What follows belongs to an exercise in optimizing a design on an open flow for small area, a short achievable clock period and few clock cycles per item; a production flow would make more cautious choices.
In this exercise RTL edits were held to simulation tests only and were not proved equivalent to the original.
Power and IR drop assume default switching activity.

Setup of run A:
## bpp_codec
module bpp_codec (
    input  wire        clk,
    input  wire        rst,
    input  wire        cmd_valid,
    output wire        cmd_ready,
    input  wire        cmd_unpack,
    input  wire [1:0]  cmd_fam,
    input  wire [5:0]  cmd_bw,
    input  wire [31:0] cmd_init,
    input  wire        in_valid,
    output wire        in_ready,
    input  wire [31:0] in_data,
    output wire        out_valid,
    input  wire        out_ready,
    output wire [31:0] out_data,
    output reg         res_valid,
    output reg  [2:0]  res_err,
    output reg  [5:0]  res_bw,
    output reg  [31:0] res_seed,
    output reg  [7:0]  res_count,
    output reg  [5:0]  res_nrec
);
For scale: about 4100 cells after synthesis, about 1500 flip-flops, roughly 170 I/O pins, roughly 51000 um2 of cells after synthesis.
export LEC_CHECK = 0
export CAP_MARGIN = 20
export CORE_MARGIN = 2
export CORE_UTILIZATION = 40
export CTS_BUF_LIST = sky130_fd_sc_hd__clkbuf_16
export CTS_CLUSTER_DIAMETER = 80
export CTS_CLUSTER_SIZE = 25
export SLEW_MARGIN = 20
create_clock -name core_clock -period 11.0 [get_ports {clk}]
standard.sh (not shown) runs the stock make flow with config.mk's settings and CLKGATE_MAP_FILE= SYNTH_SCRIPT=/design/flow/synth_recipe.tcl, a recipe that flattens the netlist after the stock synthesis.
==> flow/flow/run.sh <==
#!/bin/bash
set -euo pipefail
export BUFFER_PORTS_ARGS="-buffer_cell sky130_fd_sc_hd__buf_4"
export SETUP_SLACK_MARGIN=7.1
bash standard.sh > flow_make.log 2>&1
Having completed the whole flow, run A delivered a layout that passed the timing, design-rule and antenna checks.
Testbench counts of run A, summed over its fixed seeds: cycles 33,975, blocks 1,024.
### run A -> run B
# run A
export LEC_CHECK = 0
export CAP_MARGIN = 20
export CORE_MARGIN = 2
export CORE_UTILIZATION = 40
export CTS_BUF_LIST = sky130_fd_sc_hd__clkbuf_16
export CTS_CLUSTER_DIAMETER = 80
export CTS_CLUSTER_SIZE = 25
export SLEW_MARGIN = 20
create_clock -name core_clock -period 11.0 [get_ports {clk}]
# run B
export LEC_CHECK = 0
export CAP_MARGIN = 20
export CORE_MARGIN = 2
export CORE_UTILIZATION = 40
export CTS_BUF_LIST = sky130_fd_sc_hd__clkbuf_16
export CTS_CLUSTER_DIAMETER = 70
export CTS_CLUSTER_SIZE = 30
export SLEW_MARGIN = 20
create_clock -name core_clock -period 11.0 [get_ports {clk}]
==> flow/flow/run.sh <==
#!/bin/bash
set -euo pipefail
export BUFFER_PORTS_ARGS="-buffer_cell sky130_fd_sc_hd__buf_4"
export SETUP_SLACK_MARGIN=7.2
bash standard.sh > flow_make.log 2>&1
==> results.txt <==
- Run A leaves less setup margin than run B.
- The final reports for run B and run A show clock buffer count higher in the former.
- Per the comparison of run B with run A, clock network area share +0.61 points, number of inserted filler cells in the final layout -about 0.9%, number of flops mapped to enable cells by yosys ~0 delta.

========
## lagoon
Another version of the RTL of bpp_codec (not shown whole).
Size: ~1500 flip-flops, ~170 I/O pins, ~52000 sq um of cells after synthesis.
export LEC_CHECK = 0
export CAP_MARGIN = 20
export CORE_MARGIN = 2
export CORE_UTILIZATION = 40
export CTS_BUF_LIST = sky130_fd_sc_hd__clkbuf_16
export CTS_CLUSTER_DIAMETER = 80
export CTS_CLUSTER_SIZE = 30
export SLEW_MARGIN = 20
create_clock -name core_clock -period 11.0 [get_ports {clk}]
==> flow/flow/run.sh <==
#!/bin/bash
set -euo pipefail
export BUFFER_PORTS_ARGS="-buffer_cell sky130_fd_sc_hd__buf_4"
export SETUP_SLACK_MARGIN=7.0
bash standard.sh > flow_make.log 2>&1
Testbench counts of lagoon, summed over its fixed seeds: cycles 34,232, blocks 1,024.
What garnet does differently from lagoon at the input level:
# lagoon
export LEC_CHECK = 0
export CAP_MARGIN = 20
export CORE_MARGIN = 2
export CORE_UTILIZATION = 40
export CTS_BUF_LIST = sky130_fd_sc_hd__clkbuf_16
export CTS_CLUSTER_DIAMETER = 80
export CTS_CLUSTER_SIZE = 30
export SLEW_MARGIN = 20
create_clock -name core_clock -period 11.0 [get_ports {clk}]
# garnet
export LEC_CHECK = 0
export CAP_MARGIN = 20
export CORE_MARGIN = 2
export CORE_UTILIZATION = 40
export CTS_BUF_LIST = sky130_fd_sc_hd__clkbuf_16
export CTS_CLUSTER_DIAMETER = 80
export CTS_CLUSTER_SIZE = 25
export SLEW_MARGIN = 20
create_clock -name core_clock -period 11.0 [get_ports {clk}]
==> flow/flow/run.sh <==
#!/bin/bash
set -euo pipefail
export BUFFER_PORTS_ARGS="-buffer_cell sky130_fd_sc_hd__buf_4"
export SETUP_SLACK_MARGIN=7.35
bash standard.sh > flow_make.log 2>&1
==> results.txt <==
garnet: flow completed, timing, DRC and antenna clean. The sequential share of layout area number comes out higher for lagoon vs garnet. res_seed[10] as the endpoint of the worst setup timing path was reported by garnet, and in_rdy by lagoon. NOTE cell area lagoon->garnet increased slightly. Compared with lagoon, garnet degrades routed wire length. Per the comparison of garnet with lagoon, overall power consumption increased by 2.5% relative to the old numbers; worst setup slack went up by 190 ps; initial DRC count went down by 12%; endpoint arrival time on the critical path saw a decrease; filler cell count in the final layout now sits lower. Between garnet and lagoon, it is garnet whose proportion of power drawn by combinational gates is higher, by 0.2 points. garnet vs. lagoon: buffers plus inverters on the worst setup path shows an increase of 1; fraction of the core area covered by cells at the end of the flow shows an increase of 0.74 points.
Relative to garnet, the following input files were edited for ember:
==> flow/flow/run.sh <==
#!/bin/bash
set -euo pipefail
export BUFFER_PORTS_ARGS="-buffer_cell sky130_fd_sc_hd__buf_4"
export SETUP_SLACK_MARGIN=7.2
bash standard.sh > flow_make.log 2>&1
--- outcome ---
Against garnet, via count in ember fell slightly. The number of gates resized after CTS reported for ember is smaller than that of garnet by 11. Compared with garnet, ember shows clock network power share lower by 0.6 points. Comparing clock skew for ember and garnet, the bigger number came from garnet. Going from garnet to ember, total number of multi-input combinational cells roughly the same; power lower.
--- input diff ember..yarrow ---
# ember
export LEC_CHECK = 0
export CAP_MARGIN = 20
export CORE_MARGIN = 2
export CORE_UTILIZATION = 40
export CTS_BUF_LIST = sky130_fd_sc_hd__clkbuf_16
export CTS_CLUSTER_DIAMETER = 80
export CTS_CLUSTER_SIZE = 25
export SLEW_MARGIN = 20
create_clock -name core_clock -period 11.0 [get_ports {clk}]
# yarrow
export LEC_CHECK = 0
export CAP_MARGIN = 20
export CORE_MARGIN = 2
export CORE_UTILIZATION = 55
export CTS_BUF_LIST = sky130_fd_sc_hd__clkbuf_16
export CTS_CLUSTER_DIAMETER = 80
export CTS_CLUSTER_SIZE = 25
export PLACE_DENSITY = 0.7
export SLEW_MARGIN = 20
create_clock -name core_clock -period 11.0 [get_ports {clk}]
- yarrow vs. ember: non-clock buffer count went up by about 8%.
- Cmp yarrow vs ember: met2 layer usage reported by global route higher in yarrow
- Total instance count after detailed placement (ember / yarrow): 1.09
- Taking ember as the reference, in yarrow core box area decreased 27%, half-perimeter wire length of the detailed placement result decreased 3400 microns, share of the clock period used by the worst path after layout increased 0.82 points, share of total power in the clock network decreased 1.5 points.
- Diff ember -> yarrow: final area dropped 550 sq um, die area dropped about 27%.
- Wire length the detailed router placed on met1 on yarrow is down relative to ember.

========
Another version of the RTL of bpp_codec (not shown whole).
Size in the first run: ~4700 cells after synthesis, ~1700 flip-flops, about 170 I/O pins, ~0.058 mm^2 of cells after synthesis.
==> flow/config.mk <==
export PLATFORM = sky130hd
export DESIGN_NAME = bpp_codec
export DESIGN_NICKNAME = bpp_codec
export VERILOG_FILES = /design/flow/design.v
export SDC_FILE = /design/flow/constraint.sdc
export NUM_CORES = 4
export LEC_CHECK = 0
export CAP_MARGIN = 20
export CORE_MARGIN = 2
export CORE_UTILIZATION = 40
export SLEW_MARGIN = 20
==> flow/constraint.sdc <==
create_clock -name core_clock -period 11.0 [get_ports {clk}]
set_input_delay 2.2000 -clock core_clock [delete_from_list [all_inputs] [get_ports {clk}]]
set_output_delay 2.2000 -clock core_clock [all_outputs]
set_load 0.01 [all_outputs]
==> flow/flow/run.sh <==
#!/bin/bash
set -euo pipefail
export BUFFER_PORTS_ARGS="-buffer_cell sky130_fd_sc_hd__buf_4"
bash standard.sh > flow_make.log 2>&1
Testbench counts at the start, summed over its fixed seeds: cycles 34,240, blocks 1,024.
Next try:
==> flow/run.sh (new file) <==
#!/bin/bash
# synth_recipe.tcl (not shown) runs the flow's synth.tcl, then flattens the netlist and writes it again
# the make line also repeats each setting of config.mk as NAME=value (left out here)
make -C /OpenROAD-flow-scripts/flow DESIGN_CONFIG=/design/flow/config.mk WORK_HOME=/design/flow/orfs CLKGATE_MAP_FILE= SYNTH_SCRIPT=/design/flow/synth_recipe.tcl finish
- CTS_BUF_LIST: unset -> sky130_fd_sc_hd__clkbuf_4 sky130_fd_sc_hd__clkbuf_8
- CTS_CLUSTER_SIZE: unset -> 20
removed: flow/flow/run.sh
removed: flow/standard.sh
Core utilization climbs by 0.15 points.
Clock skew came out higher by 0.025 ns.
Global-route usage goes up by 0.23 points.
Register-to-register slack got worse by 0.09 ns.
Die area does not change.
Clock power is lower by a few percent.

-- static timing again, ports no longer ideal --
No port has a modelled driver above. Below, the same layouts with a new extraction and two added sets of constraints. Step 1 sets driving cells, clkbuf_16 on the clock port and buf_2 on the other inputs (assumed; they add their load-dependent delay and slew). Step 2 also shifts input and output timing later by t, the mid clock arrival at the registers, as if the neighbouring blocks saw the same clock. Slacks: ideal ports / drivers / drivers and shift; pairs: ideal ports / drivers.
run | t (ns) | setup slack, ns | hold WS [ns] | worst register clock-pin slew, ns
run A | 0.773 | 7.083 / 7.008 / 6.524 | 0.315 / 0.315 / 0.315 | 0.10 / 0.10
run B | 0.779 | 7.118 / 7.045 / 6.604 | 0.306 / 0.306 / 0.306 | 0.11 / 0.11
lagoon | 0.750 | 6.905 / 6.953 / 6.203 | 0.314 / 0.314 / 0.314 | 0.11 / 0.11
garnet | 0.782 | 7.097 / 7.021 / 6.432 | 0.316 / 0.316 / 0.316 | 0.10 / 0.10
ember | 0.788 | 7.094 / 7.022 / 6.473 | 0.303 / 0.303 / 0.303 | 0.10 / 0.10
yarrow | 0.726 | 7.004 / 6.938 / 6.599 | 0.315 / 0.315 / 0.315 | 0.11 / 0.11
the first run of note 3 | 0.853 | 6.601 / 6.601 / 6.601 | 0.302 / 0.302 / 0.302 | 0.07 / 0.07
the second run of note 3 | 1.014 | 6.510 / 6.510 / 6.269 | 0.257 / 0.257 / 0.257 | 0.07 / 0.07
After both steps setup and hold are still met in every run listed. The setup slack of lagoon, which loses most, moves by +0.048 ns with the drivers and by -0.702 ns with both steps.
